This design comes from an exercise in tuning for small area, a short achievable clock period and few clock cycles per item on the open sky130 flow, not from production work.

==> v2: inputs <==
==> flow/design.v (excerpt) <==
module tdes_core (
  input  wire         clk,
  input  wire         rst,
  input  wire         cmd_valid,
  output wire         cmd_ready,
  input  wire [1:0]   cmd_op,
  input  wire [167:0] cmd_key,
  input  wire [63:0]  cmd_data,
  output reg          out_valid,
  output reg  [63:0]  out_data
);
  function [63:0] des_ip;
    input [63:0] x;
    begin
      des_ip = {
        x[6], x[14], x[22], x[30], x[38], x[46], x[54], x[62],
        x[4], x[12], x[20], x[28], x[36], x[44], x[52], x[60],
        x[2], x[10], x[18], x[26], x[34], x[42], x[50], x[58],
        x[0], x[8], x[16], x[24], x[32], x[40], x[48], x[56],
        x[7], x[15], x[23], x[31], x[39], x[47], x[55], x[63],
        x[5], x[13], x[21], x[29], x[37], x[45], x[53], x[61],
        x[3], x[11], x[19], x[27], x[35], x[43], x[51], x[59],
        x[1], x[9], x[17], x[25], x[33], x[41], x[49], x[57]
      };
    end
  endfunction
  function [63:0] des_fp;
    input [63:0] x;
    begin
      des_fp = {
        x[24], x[56], x[16], x[48], x[8], x[40], x[0], x[32],
        x[25], x[57], x[17], x[49], x[9], x[41], x[1], x[33],
        x[26], x[58], x[18], x[50], x[10], x[42], x[2], x[34],
        x[27], x[59], x[19], x[51], x[11], x[43], x[3], x[35],
        x[28], x[60], x[20], x[52], x[12], x[44], x[4], x[36],
        x[29], x[61], x[21], x[53], x[13], x[45], x[5], x[37],
        x[30], x[62], x[22], x[54], x[14], x[46], x[6], x[38],
        x[31], x[63], x[23], x[55], x[15], x[47], x[7], x[39]
      };
    end
  endfunction
  function [47:0] des_e;
    input [31:0] x;
    begin
      des_e = {
        x[0], x[31], x[30], x[29], x[28], x[27], x[28], x[27],
        x[26], x[25], x[24], x[23], x[24], x[23], x[22], x[21],
        x[20], x[19], x[20], x[19], x[18], x[17], x[16], x[15],
        x[16], x[15], x[14], x[13], x[12], x[11], x[12], x[11],
        x[10], x[9], x[8], x[7], x[8], x[7], x[6], x[5],
        x[4], x[3], x[4], x[3], x[2], x[1], x[0], x[31]
      };
    end
  endfunction
  function [31:0] des_p;
    input [31:0] x;
    begin
      des_p = {
        x[16], x[25], x[12], x[11], x[3], x[20], x[4], x[15],
        x[31], x[17], x[9], x[6], x[27], x[14], x[1], x[22],
  ...
make LEC_CHECK=0 CAP_MARGIN=20 CORE_MARGIN=2 CORE_UTILIZATION=40 SETUP_SLACK_MARGIN=0.8 SLEW_MARGIN=20 finish   # period 5.0 ns
run.sh (not shown) runs the stock make flow with config.mk's settings and CLKGATE_MAP_FILE= SYNTH_SCRIPT=/design/flow/synth_recipe.tcl, a recipe that flattens the netlist after the stock synthesis.
==> v30 (differences from v2) <==
--- a/flow/design.v
+++ b/flow/design.v
@@ -112,15 +112,16 @@
   endfunction
   reg [167:0] key;         
   reg         key_tdes;    
   reg         busy;        
   reg         op_dec;      
   reg  [1:0]  stage;       
-  reg  [2:0]  pair;        
+  reg  [3:0]  round;       
   reg  [31:0] L, R;        
   reg  [27:0] C, D;        
+  reg  [47:0] S;           
   assign cmd_ready = !busy;
   wire accept    = cmd_valid && !busy;
   function [1:0] stage_key;
     input       tdes;
     input       dec;
     input [1:0] stg;
@@ -159,125 +160,84 @@
       else
         stage_cd = {rol28(pk[55:28], 1'b0), rol28(pk[27:0], 1'b0)};
     end
   endfunction
   wire        cur_dec    = stage_dec(key_tdes, op_dec, stage);
   wire        last_stage = !key_tdes || stage == 2'd2;
-  wire        last_pair  = pair == 3'd7;
-  wire        in_one  = pair == 3'd0 || pair == 3'd7;
-  wire        out_three = pair == 3'd0 || pair == 3'd3;
-  function [27:0] rot28;
-    input [27:0] x;
-    input        right;
-    input [2:0]  n;
-    begin
-      case ({right, n})
-        4'b0001: rot28 = {x[26:0], x[27]};
-        4'b0010: rot28 = {x[25:0], x[27:26]};
-        4'b0011: rot28 = {x[24:0], x[27:25]};
-        4'b0100: rot28 = {x[23:0], x[27:24]};
-        4'b1001: rot28 = {x[0], x[27:1]};
-        4'b1010: rot28 = {x[1:0], x[27:2]};
-        4'b1011: rot28 = {x[2:0], x[27:3]};
-        4'b1100: rot28 = {x[3:0], x[27:4]};
-        default: rot28 = x;
-      endcase
-    end
-  endfunction
-  wire [27:0] Cb = rot28(C, cur_dec, in_one ? 3'd1 : 3'd2);
-  wire [27:0] Db = rot28(D, cur_dec, in_one ? 3'd1 : 3'd2);
-  wire [47:0] subkey_a = des_pc2({C, D});
-  wire [47:0] subkey_b = des_pc2({Cb, Db});
-  wire [31:0] fa, fb;
-  wire [31:0] r1       = L ^ fa;
-  wire [31:0] r2       = R ^ fb;
-  des_f u_fa (.h(R),  .k(subkey_a), .y(fa));
-  des_f u_fb (.h(r1), .k(subkey_b), .y(fb));
+  wire        last_round = round == 4'd15;
+  wire [31:0] fo;
+  des_sp u_sp (.x(S), .y(fo));
+  wire [63:0] ip   = des_ip(cmd_data);
+  wire        en_l = busy &&  last_round;
+  wire        en_r = busy && !last_round;
+  wire [31:0] xl   = !busy ? ip[63:32] : last_round ? L : R;
+  wire [31:0] xr   = !busy ? ip[31:0]  : last_round ? R : L;
+  wire        one    = round == 4'd0 || round == 4'd7 || round == 4'd14;
+  wire        ld_tdes = key_tdes;
   wire        ld_dec  = busy ? op_dec : cmd_op[0];
   wire [1:0]  ld_stg  = busy ? stage + 2'd1 : 2'd0;
-  wire [55:0] cd_load = stage_cd(key, stage_key(key_tdes, ld_dec, ld_stg),
-                                 stage_dec(key_tdes, ld_dec, ld_stg));
+  wire [55:0] cd_load = stage_cd(key, stage_key(ld_tdes, ld_dec, ld_stg),
+                                 stage_dec(ld_tdes, ld_dec, ld_stg));
+  wire [55:0] cd_next = (!busy || last_round) ? cd_load :
+                        {cur_dec ? ror28(C, !one) : rol28(C, !one),
+                         cur_dec ? ror28(D, !one) : rol28(D, !one)};
   always @(*) out_data = des_fp({L, R});
   always @(posedge clk) begin
     if (rst) begin
       busy      <= 1'b0;
       out_valid <= 1'b0;
     end else begin
-      out_valid <= busy && last_pair && last_stage;
+      out_valid <= busy && last_round && last_stage;
       if (!busy)
         busy <= cmd_valid && !cmd_op[1];
-      else if (last_pair && last_stage)
+      else if (last_round && last_stage)
         busy <= 1'b0;
     end
     if (accept && cmd_op[1]) begin
       key      <= cmd_key;
       key_tdes <= cmd_op[0];
     end
     if (!busy) begin
       op_dec <= cmd_op[0];
       stage  <= 2'd0;
-      pair   <= 3'd0;
-      {L, R} <= des_ip(cmd_data);
+      round  <= 4'd0;
     end else begin
-      pair <= pair + 3'd1;
-      if (last_pair) begin
-        L     <= r2;
-        R     <= r1;
+      round <= round + 4'd1;
+      if (last_round)
         stage <= stage + 2'd1;
-      end else begin
-        L <= r1;
-        R <= r2;
-      end
-    end
-    if (!busy || last_pair)
-      {C, D} <= cd_load;
-    else begin
-      C <= rot28(C, cur_dec, out_three ? 3'd3 : 3'd4);
-      D <= rot28(D, cur_dec, out_three ? 3'd3 : 3'd4);
     end
+    L <= xl ^ (fo & {32{ en_l}});
+    R <= xr ^ (fo & {32{ en_r}});
+    {C, D} <= cd_next;
+    S      <= (des_e(xr) ^ des_pc2(cd_next)) ^ des_e(fo & {32{en_r}});
   end
 endmodule
-module des_f (
-  input  wire [31:0] h,
-  input  wire [47:0] k,
+module des_sp (
+  input  wire [47:0] x,
   output wire [31:0] y
 );
-  function [47:0] des_e;
-    input [31:0] x;
-    begin
-      des_e = {
-        x[0], x[31], x[30], x[29], x[28], x[27], x[28], x[27],
-        x[26], x[25], x[24], x[23], x[24], x[23], x[22], x[21],
-        x[20], x[19], x[20], x[19], x[18], x[17], x[16], x[15],
-        x[16], x[15], x[14], x[13], x[12], x[11], x[12], x[11],
-        x[10], x[9], x[8], x[7], x[8], x[7], x[6], x[5],
-        x[4], x[3], x[4], x[3], x[2], x[1], x[0], x[31]
-      };
-    end
-  endfunction
   function [31:0] des_p;
     input [31:0] x;
     begin
       des_p = {
         x[16], x[25], x[12], x[11], x[3], x[20], x[4], x[15],
         x[31], x[17], x[9], x[6], x[27], x[14], x[1], x[22],
         x[30], x[24], x[8], x[18], x[0], x[5], x[29], x[23],
         x[13], x[19], x[2], x[26], x[10], x[21], x[28], x[7]
       };
     end
   endfunction
-  wire [47:0] x = des_e(h) ^ k;
   wire [31:0] s;
   sbg0 u_s0 (.c(x[47:42]), .y(s[31:28]));
   sbg1 u_s1 (.c(x[41:36]), .y(s[27:24]));
   sbg2 u_s2 (.c(x[35:30]), .y(s[23:20]));
   sbg3 u_s3 (.c(x[29:24]), .y(s[19:16]));
   sbg4 u_s4 (.c(x[23:18]), .y(s[15:12]));
   sbg5 u_s5 (.c(x[17:12]), .y(s[11:8]));
-  sbg6 u_s6 (.c(x[11:6]),  .y(s[7:4]));
-  sbg7 u_s7 (.c(x[5:0]),   .y(s[3:0]));
+  sbg6 u_s6 (.c(x[11:6]), .y(s[7:4]));
+  sbg7 u_s7 (.c(x[5:0]), .y(s[3:0]));
   assign y = des_p(s);
 endmodule
 module sbg0(c, y);
   input [5:0] c;
   wire [5:0] c;
   output [3:0] y;
==> flow/flow/run.sh (new file) <==
#!/bin/bash
# Standard layout, but the port buffers are the smallest buffer cell.
set -euo pipefail
export BUFFER_PORTS_ARGS="-buffer_cell sky130_fd_sc_hd__buf_1"
bash standard.sh finish > standard_flow.log 2>&1
==> flow/standard.sh (new file) <==
#!/bin/bash
# synth_recipe.tcl (not shown) runs the flow's synth.tcl, then flattens the netlist and writes it again
# the make line also repeats each setting of config.mk as NAME=value (left out here)
make -C /OpenROAD-flow-scripts/flow DESIGN_CONFIG=/design/flow/config.mk WORK_HOME=/design/flow/orfs CLKGATE_MAP_FILE= SYNTH_SCRIPT=/design/flow/synth_recipe.tcl "${@:-finish}"
Settings changed: CTS_BUF_LIST set to sky130_fd_sc_hd__clkbuf_8, SETUP_SLACK_MARGIN 0.8 to 3.0, TNS_END_PERCENT set to 5.
removed: flow/run.sh
==> v34 (differences from v2) <==
--- a/flow/design.v
+++ b/flow/design.v
@@ -167,32 +167,35 @@
   wire        out_three = pair == 3'd0 || pair == 3'd3;
   function [27:0] rot28;
     input [27:0] x;
     input        right;
     input [2:0]  n;
     begin
-      case ({right, n})
-        4'b0001: rot28 = {x[26:0], x[27]};
-        4'b0010: rot28 = {x[25:0], x[27:26]};
-        4'b0011: rot28 = {x[24:0], x[27:25]};
-        4'b0100: rot28 = {x[23:0], x[27:24]};
-        4'b1001: rot28 = {x[0], x[27:1]};
-        4'b1010: rot28 = {x[1:0], x[27:2]};
-        4'b1011: rot28 = {x[2:0], x[27:3]};
-        4'b1100: rot28 = {x[3:0], x[27:4]};
-        default: rot28 = x;
+      case ({right, n[1:0]})
+        3'b001:  rot28 = {x[26:0], x[27]};
+        3'b010:  rot28 = {x[25:0], x[27:26]};
+        3'b011:  rot28 = {x[24:0], x[27:25]};
+        3'b000:  rot28 = {x[23:0], x[27:24]};
+        3'b101:  rot28 = {x[0], x[27:1]};
+        3'b110:  rot28 = {x[1:0], x[27:2]};
+        3'b111:  rot28 = {x[2:0], x[27:3]};
+        default: rot28 = {x[3:0], x[27:4]};
       endcase
     end
   endfunction
   wire [27:0] Cb = rot28(C, cur_dec, in_one ? 3'd1 : 3'd2);
   wire [27:0] Db = rot28(D, cur_dec, in_one ? 3'd1 : 3'd2);
   wire [47:0] subkey_a = des_pc2({C, D});
   wire [47:0] subkey_b = des_pc2({Cb, Db});
   wire [31:0] fa, fb;
   wire [31:0] r1       = L ^ fa;
-  wire [31:0] r2       = R ^ fb;
+  wire [63:0] ip   = des_ip(cmd_data);
+  wire        en_l = busy &&  last_pair;
+  wire        en_r = busy && !last_pair;
+  wire [31:0] xl   = !busy ? ip[63:32] : last_pair ? R  : r1;
+  wire [31:0] xr   = !busy ? ip[31:0]  : last_pair ? r1 : R;
   des_f u_fa (.h(R),  .k(subkey_a), .y(fa));
   des_f u_fb (.h(r1), .k(subkey_b), .y(fb));
   wire        ld_dec  = busy ? op_dec : cmd_op[0];
   wire [1:0]  ld_stg  = busy ? stage + 2'd1 : 2'd0;
   wire [55:0] cd_load = stage_cd(key, stage_key(key_tdes, ld_dec, ld_stg),
                                  stage_dec(key_tdes, ld_dec, ld_stg));
@@ -213,24 +216,19 @@
       key_tdes <= cmd_op[0];
     end
     if (!busy) begin
       op_dec <= cmd_op[0];
       stage  <= 2'd0;
       pair   <= 3'd0;
-      {L, R} <= des_ip(cmd_data);
     end else begin
       pair <= pair + 3'd1;
-      if (last_pair) begin
-        L     <= r2;
-        R     <= r1;
+      if (last_pair)
         stage <= stage + 2'd1;
-      end else begin
-        L <= r1;
-        R <= r2;
-      end
     end
+    L <= xl ^ (fb & {32{ en_l}});
+    R <= xr ^ (fb & {32{ en_r}});
     if (!busy || last_pair)
       {C, D} <= cd_load;
     else begin
       C <= rot28(C, cur_dec, out_three ? 3'd3 : 3'd4);
       D <= rot28(D, cur_dec, out_three ? 3'd3 : 3'd4);
     end
==> flow/flow/run.sh (new file) <==
#!/bin/bash
# Standard layout, but the port buffers are the smallest buffer cell.
set -euo pipefail
export BUFFER_PORTS_ARGS="-buffer_cell sky130_fd_sc_hd__buf_1"
bash standard.sh finish > standard_flow.log 2>&1
==> flow/standard.sh (new file) <==
#!/bin/bash
# synth_recipe.tcl (not shown) runs the flow's synth.tcl, then flattens the netlist and writes it again
# the make line also repeats each setting of config.mk as NAME=value (left out here)
make -C /OpenROAD-flow-scripts/flow DESIGN_CONFIG=/design/flow/config.mk WORK_HOME=/design/flow/orfs CLKGATE_MAP_FILE= SYNTH_SCRIPT=/design/flow/synth_recipe.tcl "${@:-finish}"
Settings changed: ABC_AREA set to 1, CTS_BUF_LIST set to sky130_fd_sc_hd__clkbuf_8, SETUP_SLACK_MARGIN 0.8 to 1.3, TNS_END_PERCENT set to 10.
removed: flow/run.sh
==> v13 (differences from v2) <==
--- a/flow/design.v
+++ b/flow/design.v
@@ -112,13 +112,13 @@
   endfunction
   reg [167:0] key;         
   reg         key_tdes;    
   reg         busy;        
   reg         op_dec;      
   reg  [1:0]  stage;       
-  reg  [2:0]  pair;        
+  reg  [3:0]  round;       
   reg  [31:0] L, R;        
   reg  [27:0] C, D;        
   assign cmd_ready = !busy;
   wire accept    = cmd_valid && !busy;
   function [1:0] stage_key;
     input       tdes;
@@ -159,83 +159,59 @@
       else
         stage_cd = {rol28(pk[55:28], 1'b0), rol28(pk[27:0], 1'b0)};
     end
   endfunction
   wire        cur_dec    = stage_dec(key_tdes, op_dec, stage);
   wire        last_stage = !key_tdes || stage == 2'd2;
-  wire        last_pair  = pair == 3'd7;
-  wire        in_one  = pair == 3'd0 || pair == 3'd7;
-  wire        out_three = pair == 3'd0 || pair == 3'd3;
-  function [27:0] rot28;
-    input [27:0] x;
-    input        right;
-    input [2:0]  n;
-    begin
-      case ({right, n})
-        4'b0001: rot28 = {x[26:0], x[27]};
-        4'b0010: rot28 = {x[25:0], x[27:26]};
-        4'b0011: rot28 = {x[24:0], x[27:25]};
-        4'b0100: rot28 = {x[23:0], x[27:24]};
-        4'b1001: rot28 = {x[0], x[27:1]};
-        4'b1010: rot28 = {x[1:0], x[27:2]};
-        4'b1011: rot28 = {x[2:0], x[27:3]};
-        4'b1100: rot28 = {x[3:0], x[27:4]};
-        default: rot28 = x;
-      endcase
-    end
-  endfunction
-  wire [27:0] Cb = rot28(C, cur_dec, in_one ? 3'd1 : 3'd2);
-  wire [27:0] Db = rot28(D, cur_dec, in_one ? 3'd1 : 3'd2);
-  wire [47:0] subkey_a = des_pc2({C, D});
-  wire [47:0] subkey_b = des_pc2({Cb, Db});
-  wire [31:0] fa, fb;
-  wire [31:0] r1       = L ^ fa;
-  wire [31:0] r2       = R ^ fb;
-  des_f u_fa (.h(R),  .k(subkey_a), .y(fa));
-  des_f u_fb (.h(r1), .k(subkey_b), .y(fb));
+  wire        last_round = round == 4'd15;
+  wire [47:0] subkey = des_pc2({C, D});
+  wire [31:0] fo;
+  des_f u_f (.h(R), .k(subkey), .y(fo));
+  wire [63:0] ip   = des_ip(cmd_data);
+  wire        en_l = busy &&  last_round;
+  wire        en_r = busy && !last_round;
+  wire [31:0] xl   = !busy ? ip[63:32] : last_round ? L : R;
+  wire [31:0] xr   = !busy ? ip[31:0]  : last_round ? R : L;
+  wire        one    = round == 4'd0 || round == 4'd7 || round == 4'd14;
+  wire        ld_tdes = key_tdes;
   wire        ld_dec  = busy ? op_dec : cmd_op[0];
   wire [1:0]  ld_stg  = busy ? stage + 2'd1 : 2'd0;
-  wire [55:0] cd_load = stage_cd(key, stage_key(key_tdes, ld_dec, ld_stg),
-                                 stage_dec(key_tdes, ld_dec, ld_stg));
+  wire [55:0] cd_load = stage_cd(key, stage_key(ld_tdes, ld_dec, ld_stg),
+                                 stage_dec(ld_tdes, ld_dec, ld_stg));
   always @(*) out_data = des_fp({L, R});
   always @(posedge clk) begin
     if (rst) begin
       busy      <= 1'b0;
       out_valid <= 1'b0;
     end else begin
-      out_valid <= busy && last_pair && last_stage;
+      out_valid <= busy && last_round && last_stage;
       if (!busy)
         busy <= cmd_valid && !cmd_op[1];
-      else if (last_pair && last_stage)
+      else if (last_round && last_stage)
         busy <= 1'b0;
     end
     if (accept && cmd_op[1]) begin
       key      <= cmd_key;
       key_tdes <= cmd_op[0];
     end
     if (!busy) begin
       op_dec <= cmd_op[0];
       stage  <= 2'd0;
-      pair   <= 3'd0;
-      {L, R} <= des_ip(cmd_data);
+      round  <= 4'd0;
     end else begin
-      pair <= pair + 3'd1;
-      if (last_pair) begin
-        L     <= r2;
-        R     <= r1;
+      round <= round + 4'd1;
+      if (last_round)
         stage <= stage + 2'd1;
-      end else begin
-        L <= r1;
-        R <= r2;
-      end
     end
-    if (!busy || last_pair)
+    L <= xl ^ (fo & {32{ en_l}});
+    R <= xr ^ (fo & {32{ en_r}});
+    if (!busy || last_round)
       {C, D} <= cd_load;
     else begin
-      C <= rot28(C, cur_dec, out_three ? 3'd3 : 3'd4);
-      D <= rot28(D, cur_dec, out_three ? 3'd3 : 3'd4);
+      C <= cur_dec ? ror28(C, !one) : rol28(C, !one);
+      D <= cur_dec ? ror28(D, !one) : rol28(D, !one);
     end
   end
 endmodule
 module des_f (
   input  wire [31:0] h,
   input  wire [47:0] k,
==> flow/flow/run.sh (new file) <==
#!/bin/bash
# Standard layout, but the port buffers are the smallest buffer cell.
set -euo pipefail
export BUFFER_PORTS_ARGS="-buffer_cell sky130_fd_sc_hd__buf_1"
bash standard.sh finish > standard_flow.log 2>&1
==> flow/standard.sh (new file) <==
#!/bin/bash
# synth_recipe.tcl (not shown) runs the flow's synth.tcl, then flattens the netlist and writes it again
# the make line also repeats each setting of config.mk as NAME=value (left out here)
make -C /OpenROAD-flow-scripts/flow DESIGN_CONFIG=/design/flow/config.mk WORK_HOME=/design/flow/orfs CLKGATE_MAP_FILE= SYNTH_SCRIPT=/design/flow/synth_recipe.tcl "${@:-finish}"
Settings changed: CTS_BUF_LIST set to sky130_fd_sc_hd__clkbuf_8, SETUP_SLACK_MARGIN 0.8 to 2.5.
removed: flow/run.sh
==> qor summary <==
| metric | v13 | v30 | v34 | v2 |
|---|---|---|---|---|
| Iteration-0 DRC count of the detailed router | 1,429 | 1,471 | 2,556 | 2,877 |
| Detail-routed net length per standard cell | 22.6 µm | 22.8 µm | 19.7 µm | 25.4 µm |
| Fraction of the mapped netlist area in compound gates | 20.2% | 21.5% | 15.8% | 26.2% |
| Result of the run | complete, no violations | complete, no violations | complete, no violations | complete, no violations |
| Dominant synthesized flop cell | edfxtp_1 | dfxtp_1 | edfxtp_1 | edfxtp_1 |
| Final Hold Slack | 0.484 ns | 0.444 ns | 0.451 ns | 0.445 ns |
| Hpwl dp | 37.5 mm | 41.9 mm | 67.7 mm | 77.4 mm |
| Gpl congestion | 0.911 | 0.884 | 1.03 | 0.987 |
| Finished Cell Area | 24,500 µm² | 24,200 µm² | 29,000 µm² | 35,700 µm² |
| Global routing met2 resource utilization | 41.7% | 40.0% | 45.7% | 51.5% |
| Met1 Resource Use GR | 35.8% | 35.6% | 38.2% | 43.0% |
| Wire length of the first global-routing pass | 90.4 mm | 94.5 mm | 133 mm | 155 mm |
| Inverters | 73 | 68 | 383 | 97 |
| Post-CTS Setup Inserts | 109 | 59 | 48 | 99 |
No functional check of the RTL was part of any run of this note.

## afterwards: timing with drivers on the ports
Ports are ideal in the flow. The routed layouts listed here were re-timed in OpenROAD. Step 1, drivers: a clkbuf_16 drives clk and a buf_2 each remaining input, both assumed. Step 2 moves the port delays by t, midway between the first and last clock arrival at a register: inputs arrive t later, outputs are due t later. That takes back most of the time a late clock gives input paths. Slacks: ideal ports / drivers / drivers and shift; pairs: ideal ports / drivers.
run	shift t [ns]	setup slack, ns	worst setup path after step 2	worst slew at a driven data input, ns
v2	0.627	0.214 / 0.214 / 0.214	register to register	0.09
v30	0.703	2.212 / 2.212 / 1.822	input to register	0.06
v34	0.711	1.219 / 1.219 / 1.219	register to register	0.06
v13	0.693	2.313 / 2.313 / 1.866	input to register	0.11
After both steps every run listed still meets setup and hold. For v13, which loses most, drivers alone change the setup slack by 0.000 ns; drivers and shift together by -0.447 ns.
